Background: an optimization exercise with open tools, aiming at small area, a short achievable clock period and few clock cycles. Do not read the settings as production practice. Only simulation tests tie the RTL to the original design; equivalence was not proved. No activity file was given, so power comes from the tool's default toggle rates.

==> design.v <==
module drp_predictor (
    input  wire        clk,
    input  wire        rst,
    input  wire        cmd_valid,
    output wire        cmd_ready,
    input  wire [2:0]  cmd_op,
    input  wire [15:0] cmd_arg,
    input  wire [31:0] cmd_data,
    output reg         resp_valid,
    output reg  [3:0]  resp_status,
    output reg         resp_flag,
    output reg  [31:0] resp_result
);
    localparam [31:0] MULT32 = 32'h9E3779B1;
    localparam        NB     = 16;
    localparam        DEPTH  = 4;
    localparam [2:0] OP_NOP   = 3'd0;
    localparam [2:0] OP_INIT  = 3'd1;
    localparam [2:0] OP_HASH  = 3'd2;
    localparam [2:0] OP_PRED  = 3'd3;
    localparam [2:0] OP_RHIT  = 3'd4;
    localparam [2:0] OP_DREAD = 3'd5;
    localparam [2:0] OP_RENC  = 3'd6;
    localparam [2:0] OP_RDEC  = 3'd7;
    localparam [3:0] ST_OK      = 4'd0;
    localparam [3:0] ST_CORRUPT = 4'd1;
    localparam [3:0] ST_ILLEGAL = 4'd4;
    localparam [3:0] ST_WRONG   = 4'd5;
    function [14:0] code_of;    
        input [7:0] r;
        begin
            if (r == 8'd0)        code_of = {4'd3,  11'd0};
            else if (r <= 8'd2)   code_of = {4'd4,  11'd2   + {3'd0, r} - 11'd1};
            else if (r <= 8'd6)   code_of = {4'd5,  11'd8   + {3'd0, r} - 11'd3};
            else if (r <= 8'd14)  code_of = {4'd6,  11'd24  + {3'd0, r} - 11'd7};
            else if (r <= 8'd30)  code_of = {4'd7,  11'd64  + {3'd0, r} - 11'd15};
            else if (r <= 8'd62)  code_of = {4'd8,  11'd160 + {3'd0, r} - 11'd31};
            else if (r <= 8'd126) code_of = {4'd9,  11'd384 + {3'd0, r} - 11'd63};
            else if (r <= 8'd190) code_of = {4'd10, 11'd896 + {3'd0, r} - 11'd127};
            else                  code_of = {4'd11, 11'd1920 + {3'd0, r} - 11'd191};
        end
    endfunction
    function [12:0] decode_window;
        input [10:0] v;
        begin
            if (v[10:8] == 3'b000)
                decode_window = {1'b1, 4'd3, 8'd0};
            else if (v[10:7] <= 4'd3)
                decode_window = {1'b1, 4'd4, 8'd1 + {4'd0, v[10:7]} - 8'd2};
            else if (v[10:6] <= 5'd11)
                decode_window = {1'b1, 4'd5, 8'd3 + {3'd0, v[10:6]} - 8'd8};
            else if (v[10:5] <= 6'd31)
                decode_window = {1'b1, 4'd6, 8'd7 + {2'd0, v[10:5]} - 8'd24};
            else if (v[10:4] <= 7'd79)
                decode_window = {1'b1, 4'd7, 8'd15 + {1'd0, v[10:4]} - 8'd64};
            else if (v[10:3] <= 8'd191)
                decode_window = {1'b1, 4'd8, 8'd31 + v[10:3] - 8'd160};
            else if (v[10:2] <= 9'd447)
                decode_window = {1'b1, 4'd9, 8'd63 + v[9:2] - 8'd128};
            else if (v[10:1] <= 10'd959)
                decode_window = {1'b1, 4'd10, 8'd127 + v[8:1] - 8'd128};
            else if (v <= 11'd1984)
                decode_window = {1'b1, 4'd11, 8'd191 + v[7:0] - 8'd128};
            else
                decode_window = {1'b0, 4'd0, 8'd0};
        end
    endfunction
    integer i, j;
    reg        inited;
    reg [2:0]  hbits;                        
    reg [NB*DEPTH*32-1:0] ent;               
    reg [NB*DEPTH-1:0]    vld;               
    assign cmd_ready = 1'b1;
    reg        a_v;
    reg [2:0]  a_op;
    reg [15:0] a_arg;
    reg [31:0] a_data;
    always @(posedge clk) begin
        a_v    <= cmd_valid && !rst;
        a_op   <= cmd_op;
        a_arg  <= cmd_arg;
        a_data <= cmd_data;
    end
    reg        x_v;
    reg        x_pred, x_rhit, x_dread, x_init;
    reg [3:0]  x_st;
    reg        x_fl;
    reg [31:0] x_w;          
    reg [3:0]  x_b;          
    reg [1:0]  x_r;          
    wire       init_now  = x_v && x_init;
    wire       inited_f  = inited || init_now;
    wire [2:0] hbits_f   = init_now ? x_b[2:0] : hbits;
    wire [31:0] product = a_data * MULT32;
    wire [3:0]  hash_b  = product[31:28] >> (3'd4 - hbits_f);
    wire [7:0]  a_bk    = a_arg[15:8];
    wire [7:0]  a_rk    = a_arg[7:0];
    wire        a_b_ok  = (a_bk < (8'd1 << hbits_f));
    wire        a_r_ok  = (a_rk < 8'd4);
    wire        init_ok = (a_rk != 8'd0) && (a_rk <= 8'd4);
    wire [14:0] a_code  = code_of(a_rk);
    wire [12:0] a_dec   = decode_window(a_data[10:0]);
    reg        h_pred, h_rhit, h_dread, h_init;
    reg [3:0]  h_st;
    reg        h_fl;
    reg [31:0] h_w;
    reg [3:0]  h_b;
    always @(*) begin
        h_pred  = 1'b0;
        h_rhit  = 1'b0;
        h_dread = 1'b0;
        h_init  = 1'b0;
        h_st    = ST_OK;
        h_fl    = 1'b0;
        h_w     = 32'd0;
        h_b     = hash_b;
        case (a_op)
            OP_NOP: ;
            OP_INIT: begin
                h_b = {1'b0, a_rk[2:0]};
                if (!init_ok) h_st = ST_ILLEGAL;
                else          h_init = 1'b1;
            end
            OP_HASH: begin
                if (!inited_f) h_st = ST_WRONG;
                else begin
                    h_fl = 1'b1;
                    h_w  = {28'd0, hash_b};
                end
            end
            OP_PRED: begin
                if (!inited_f) h_st = ST_WRONG;
                else begin
                    h_pred = 1'b1;
                    h_w    = a_data;
                end
            end
            OP_RHIT: begin
                h_b = a_bk[3:0];
                if (!inited_f) h_st = ST_WRONG;
                else if (!a_b_ok || !a_r_ok) h_st = ST_CORRUPT;
                else h_rhit = 1'b1;
            end
            OP_DREAD: begin
                h_b = a_bk[3:0];
                if (!inited_f) h_st = ST_WRONG;
                else if (!a_b_ok || !a_r_ok) h_st = ST_ILLEGAL;
                else h_dread = 1'b1;
            end
            OP_RENC: begin
                h_fl = 1'b1;
                h_w  = {12'd0, a_code[14:11], 5'd0, a_code[10:0]};
            end
            OP_RDEC: begin
                if (!a_dec[12]) h_st = ST_CORRUPT;
                else begin
                    h_fl = 1'b1;
                    h_w  = {12'd0, a_dec[11:8], 8'd0, a_dec[7:0]};
                end
            end
        endcase
    end
    always @(posedge clk) begin
        x_v     <= a_v && !rst;
        x_pred  <= h_pred;
        x_rhit  <= h_rhit;
        x_dread <= h_dread;
        x_init  <= h_init;
        x_st    <= h_st;
        x_fl    <= h_fl;
        x_w     <= h_w;
        x_b     <= h_b;
        x_r     <= a_rk[1:0];
    end
    reg [31:0] list [0:DEPTH-1];
    reg [DEPTH-1:0] lv;
    always @(*) begin
        for (j = 0; j < DEPTH; j = j + 1) begin
            list[j] = ent[32*(DEPTH*x_b + j) +: 32];
            lv[j]   = vld[DEPTH*x_b + j];
        end
    end
    reg [DEPTH-1:0] match;
    always @(*) begin
        for (j = 0; j < DEPTH; j = j + 1)
            match[j] = lv[j] && (list[j] == x_w);
    end
    wire       hit  = |match;
    wire [1:0] rank = {match[3] | match[2], match[3] | match[1]};
    wire [31:0] rdw    = list[x_r];
    wire        rd_ok  = lv[x_r];
    wire [2:0]  occ    = lv[3] ? 3'd4 : lv[2] ? 3'd3 : lv[1] ? 3'd2 : lv[0] ? 3'd1 : 3'd0;
    wire        upd_pred = x_v && x_pred;
    wire        upd_rhit = x_v && x_rhit && rd_ok;
    wire        upd      = upd_pred || upd_rhit;
    reg [DEPTH-1:0] shift;
    always @(*) begin
        shift[0] = 1'b1;
        for (j = 1; j < DEPTH; j = j + 1)
            shift[j] = x_pred ? ~|(match & ((4'd1 << j) - 4'd1)) : (j <= x_r);
    end
    wire [31:0] new0 = x_pred ? x_w : rdw;
    always @(posedge clk) begin
        for (i = 0; i < NB; i = i + 1) begin
            for (j = 0; j < DEPTH; j = j + 1) begin
                if (init_now) begin
                    vld[DEPTH*i+j] <= 1'b0;
                end else if (upd && x_b == i && shift[j]) begin
                    if (j == 0) begin
                        ent[32*DEPTH*i +: 32] <= new0;
                        vld[DEPTH*i]   <= 1'b1;
                    end else begin
                        ent[32*(DEPTH*i+j) +: 32] <= ent[32*(DEPTH*i+j-1) +: 32];
                        vld[DEPTH*i+j] <= vld[DEPTH*i+j-1];
                    end
                end
            end
        end
    end
    reg [3:0]  r_status;
    reg        r_flag;
    reg [31:0] r_result;
    reg [14:0] r_code;
    always @(*) begin
        case (rank)
            2'd0: r_code = {4'd3, 11'd0};
            2'd1: r_code = {4'd4, 11'd2};
            2'd2: r_code = {4'd4, 11'd3};
            default: r_code = {4'd5, 11'd8};
        endcase
        r_status = x_st;
        r_flag   = x_fl;
        r_result = x_w;
        if (x_pred) begin
            r_flag   = hit;
            r_result = hit ? {1'b0, r_code[10:0], r_code[14:11], 4'd0, x_b, 6'd0, rank}
                           : {20'd0, x_b, 8'd0};
        end else if (x_rhit) begin
            r_status = rd_ok ? ST_OK : ST_CORRUPT;
            r_flag   = rd_ok;
            r_result = rd_ok ? rdw : 32'd0;
        end else if (x_dread) begin
            r_flag   = rd_ok;
            r_result = rd_ok ? rdw : {29'd0, occ};
        end
    end
    always @(posedge clk) begin
        resp_status <= r_status;
        resp_flag   <= r_flag;
        resp_result <= r_result;
        if (rst) begin
            resp_valid <= 1'b0;
            inited     <= 1'b0;
            hbits      <= 3'd4;
        end else begin
            resp_valid <= x_v;
            if (init_now) begin
                inited <= 1'b1;
                hbits  <= x_b[2:0];
            end
        end
    end
endmodule
==> run.sh <==
#!/bin/bash
# synth_recipe.tcl (not shown) runs the flow's synth.tcl, then flattens the netlist and writes it again
# the make line also repeats each setting of config.mk as NAME=value (left out here)
make -C /OpenROAD-flow-scripts/flow DESIGN_CONFIG=/design/flow/config.mk WORK_HOME=/design/flow/orfs CLKGATE_MAP_FILE= SYNTH_SCRIPT=/design/flow/synth_recipe.tcl finish
==> config.mk <==
export PLATFORM = sky130hd
export DESIGN_NAME = drp_predictor
export DESIGN_NICKNAME = drp_predictor
export VERILOG_FILES = /design/flow/design.v
export SDC_FILE = /design/flow/constraint.sdc
export NUM_CORES = 4
export LEC_CHECK = 0
export CAP_MARGIN = 20
export CORE_MARGIN = 2
export CORE_UTILIZATION = 40
export SLEW_MARGIN = 20
==> constraint.sdc <==
create_clock -name core_clock -period 12.0 [get_ports {clk}]
set_input_delay 2.4000 -clock core_clock [delete_from_list [all_inputs] [get_ports {clk}]]
set_output_delay 2.4000 -clock core_clock [all_outputs]
set_load 0.01 [all_outputs]
==> flow_summary.json <==
{
  "outcome": "finished clean",
  "clk_pin_slew_ns": 0.07,
  "ys.flop_type": "edfxtp_1",
  "fin_crit_ns": 8.418,
  "rsz0062_at_grt": "false",
  "die_h_um": 512.3,
  "clock_latency_ns": 0.93,
  "syn_inst": 6334,
  "switching_power_mw": 13.96,
  "avgSynthCellArea_um2": 16.31,
  "reg2reg_from": "a_data[8]",
  "slew_viol_final": 0,
  "postCtsSetupRepairBufs": 0,
  "top_layer": "met5",
  "pwr-share-clk": 0.222,
  "fin_tns_setup_ns": 0,
  "ys_ff_latch": 2250,
  "crit_path_start_kind": "flip-flop",
  "drt_iter0_drc": 9194,
  "clk_path_buf_depth": 3,
  "whs_endpoint": "ent[123]",
  "worstHoldPathType": "reg -> reg",
  "switching_share": 0.4252,
  "die_w_um": 512.3,
  "ir_worst_vdd_v": 0.0006217,
  "clock-skew-final_ns": 0.06775,
  "max_cap_violations": 0,
  "layout-drive-gt1-share": 0.1926,
  "timing_worst_slew_pin_value_ns": 1.319,
  "grt_antenna_before_repair": 28,
  "whs_path_depth": 0,
  "ios": 93,
  "critPathMaxFanout": 16,
  "required_ns": 12.76,
  "vias_per_cell": 6.179,
  "cts_root_buf": "clkbuf_16",
  "grt_pass1_vias": 62525,
  "wl_met1_um": 144300,
  "hp-start": "ent[91]",
  "synth_edf_count": 2048,
  "cp-end-kind": "flip-flop",
  "power_density_nw_per_um2": 282.0,
  "core_area_um2": 256900,
  "wl_per_cell_um": 37.88,
  "worstPathArrival_ns": 9.18,
  "total_leakage_power_nw": 39.77,
  "grt_use_total": 0.2890,
  "period_share": 0.7015,
  "gp_congestion": 1.038,
  "ys_async_sr_fraction": 0,
  "synthToLayoutAreaGrowth_pct": 12.65,
  "power.total_mw": 32.83,
  "cts_tree": "yes",
  "finalWirelength_um": 383100,
  "yosysUniqueCellTypes": 102,
  "r2r_cells": 26,
  "clock-sinks": 2250,
  "timing.final.ws_setup_ns": 3.582,
  "post_dp_cell_area_um2": 108600,
  "whs_ns": 0.4048,
  "rows": 186,
  "synth_area_um2": 103300,
  "r2r-end": "x_w[0]",
  "initial_core_util": 0.4022,
  "ant_nets": 0,
  "final_cells": 10114,
  "slew_headroom": 0.1204,
  "dr.pass1.iters": 9,
  "reg2reg_slack_ns": 3.58,
  "max_clock_freq_ghz": 0.1188,
  "wl_met3_um": 37310,
  "grt_max_degree": 109,
  "p_seq_frac": 0.277,
  "layout.nets": 6990,
  "setup_viol": 0,
  "yosysSeqAreaShare": 0.6343,
  "internal_power_mw": 18.87,
  "dpl.hpwl_um": 256800,
  "crit_type": "reg -> reg",
  "ys.warnings.count": 2,
  "fin_area_um2": 116400,
  "dp_cells": 9661,
  "remaining_drc_errors": 0,
  "port-buffer-count": 89,
  "hold_buffers": 0,
  "die_area_um2": 262400,
  "cts_resized": 0,
  "routed-wl-met2_um": 176100,
  "dp_slack_ns": 3.738,
  "combPwrFrac": 0.501,
  "grt_pass1_wl_um": 519900,
  "grt.overflow.total": 0,
  "via_count": 62494,
  "final_util": 0.4531,
  "numCtsBuffers": 231,
  "hold_viol": 0,
  "htree_levels": 4
}
[synth_stat cells, drive strengths merged, types with 12 or more instances]
cell	number	area share
edfxtp	2048	0.60
mux4	497	0.11
mux2i	410	0.040
inv	389	0.014
nand2	359	0.013
nor2	296	0.011
ha	223	0.027
buf	213	0.015
fa	203	0.039
dfxtp	202	0.039
o21ai	172	0.0087
xnor2	163	0.014
a21oi	140	0.0069
clkbuf	133	0.0048
nor3	92	0.0048
a22oi	91	0.0066
mux2	90	0.0098
nand3	67	0.0032
o22ai	57	0.0035
a221oi	33	0.0028
and2	29	0.0018
xor2	28	0.0024
nand4	27	0.0016
nor2b	26	0.0016
a31oi	24	0.0015
o211ai	24	0.0017
a211oi	23	0.0017
and3	20	0.0012
nor4	19	0.0014
a21o	18	0.0013
clkinv	13	0.00047
nand2b	13	0.00079
o221ai	13	0.0011
o2111ai	12	0.0010
[critical path, stage by stage (launching register included)]
cell      delay [ns]
dfxtp_1         0.79
clkinv_1        0.82
ha_1            0.64
inv_1           0.08
fa_1            0.51
inv_1           0.06
ha_1            0.18
fa_1            0.49
inv_1           0.06
fa_1            0.56
inv_1           0.06
fa_1            0.38
fa_1            0.52
inv_1           0.05
fa_1            0.47
inv_1           0.05
ha_1            0.31
a21oi_1         0.18
nand2_1         0.09
a21o_1          0.22
a21o_1          0.19
a221oi_1        0.21
o21ai_0         0.26
xnor2_1         0.29
o221ai_1        0.29
and3_1          0.30
a211o_1         0.22
[final cells by class]
cell class,instances,area (um^2)
Sequential cell,2250,65560
Clock inverter,139,1509
Antenna cell,15,37.54
Multi-Input combinational cell,3337,34760
Inverter,402,1541
Tap cell,3384,4234
Clock buffer,299,6225
Fill cell,22332,140500
Timing Repair Buffer,288,2535
[placed cells by master, fill, tap and decap left out, types with 27 or more instances in the layout]
cell type,instances
edfxtp_1,2048
mux4_2,496
mux2i_1,408
inv_1,370
nand2_1,354
nor2_1,243
clkbuf_16,234
ha_1,223
fa_1,203
dfxtp_1,196
buf_4,187
xnor2_1,162
o21ai_0,140
a21oi_1,136
a22oi_1,91
mux2_2,90
clkdlybuf4s50_1,89
nor3_1,82
nand3_1,67
o22ai_1,57
nor2_4,51
clkinv_2,50
clkinv_1,49
clkbuf_1,43
a221oi_1,33
xor2_1,28
nand4_1,27
[how the worst max path moves through the flow]
stage,from,endpoint,slack (ns),depth (start not counted)
floorplan,a_data[6],x_w[0],4.86,28
CTS,a_data[8],x_w[0],3.66,26
detailed placement,a_data[8],x_w[0],3.74,26
global route,a_data[8],x_w[0],3.18,26
finish,a_data[8],x_w[0],3.58,26
global placement,a_data[8],x_w[0],3.79,26
[flip-flops by register name, indices dropped and copies added, names as in the netlist]
signal / count
vld: 64
x_fl: 1
x_pred: 1
x_w: 32
a_arg: 16
resp_result: 32
x_b: 4
resp_status: 2
inited: 1
hbits: 3
a_data: 32
resp_flag: 1
ent: 2048
x_rhit: 1
x_r: 2
a_v: 1
resp_valid: 1
x_st: 2
x_v: 1
x_init: 1
x_dread: 1
a_op: 3
[cell families (layout without fill, tap and decap cells)]
family	Yosys count	after routing	synth area share
simple gates	992	992	0.04394
other cells	2	18	0.00007268
buf+inv	748	1128	0.03406
xor+xnor	191	191	0.01626
flops	2250	2250	0.6343
mux	997	997	0.1579
fa+ha+maj	427	427	0.06642
compound gates	727	727	0.04710
[power groups by stage]
| stage | combinational (mW) | sequential, mW | clock [mW] |
|---|---|---|---|
| final | 16.4 | 9.10 | 7.28 |
| after global routing | 17.3 | 9.09 | 7.65 |
| after CTS | 16.2 | 9.09 | 7.36 |
| after detailed placement | 16.0 | 9.26 | 0 |
| after global placement | 15.9 | 9.26 | 0 |
| after floorplan | 10.3 | 9.14 | 0 |
[layer usage]
layer  vias to the layer above  track usage
li1                      24805            -
met1                     32747       0.3754
met2                      3956       0.4517
met3                       972      0.06101
met4                        14       0.1635
met5                         -            0
Testbench counts, summed over its fixed seeds: cycles 16,016.

==> what the ideal ports hide <==
Ports are ideal in the flow. The routed layout listed here was re-timed in OpenROAD. Step 1 (the two cells are an assumption about what drives the block):
set clk [get_ports {clk}]
set_driving_cell -lib_cell sky130_fd_sc_hd__clkbuf_16 $clk
set_driving_cell -lib_cell sky130_fd_sc_hd__buf_2 [delete_from_list [all_inputs] $clk]
Step 2 also shifts input and output timing later by t, the mid clock arrival at the registers, as if the neighbouring blocks saw the same clock. Slacks: no drivers / after step 1 / after step 2; pairs: no drivers / after step 1.
t, ns: 1.008
setup slack, ns: 3.582 / 3.582 / 3.582
hold slack, ns: 0.405 / 0.405 / 0.405
worst setup path at the end: register to register
After both steps this run still meets setup and hold. The setup slack of this run moves by 0.000 ns with the drivers and by 0.000 ns with both steps.
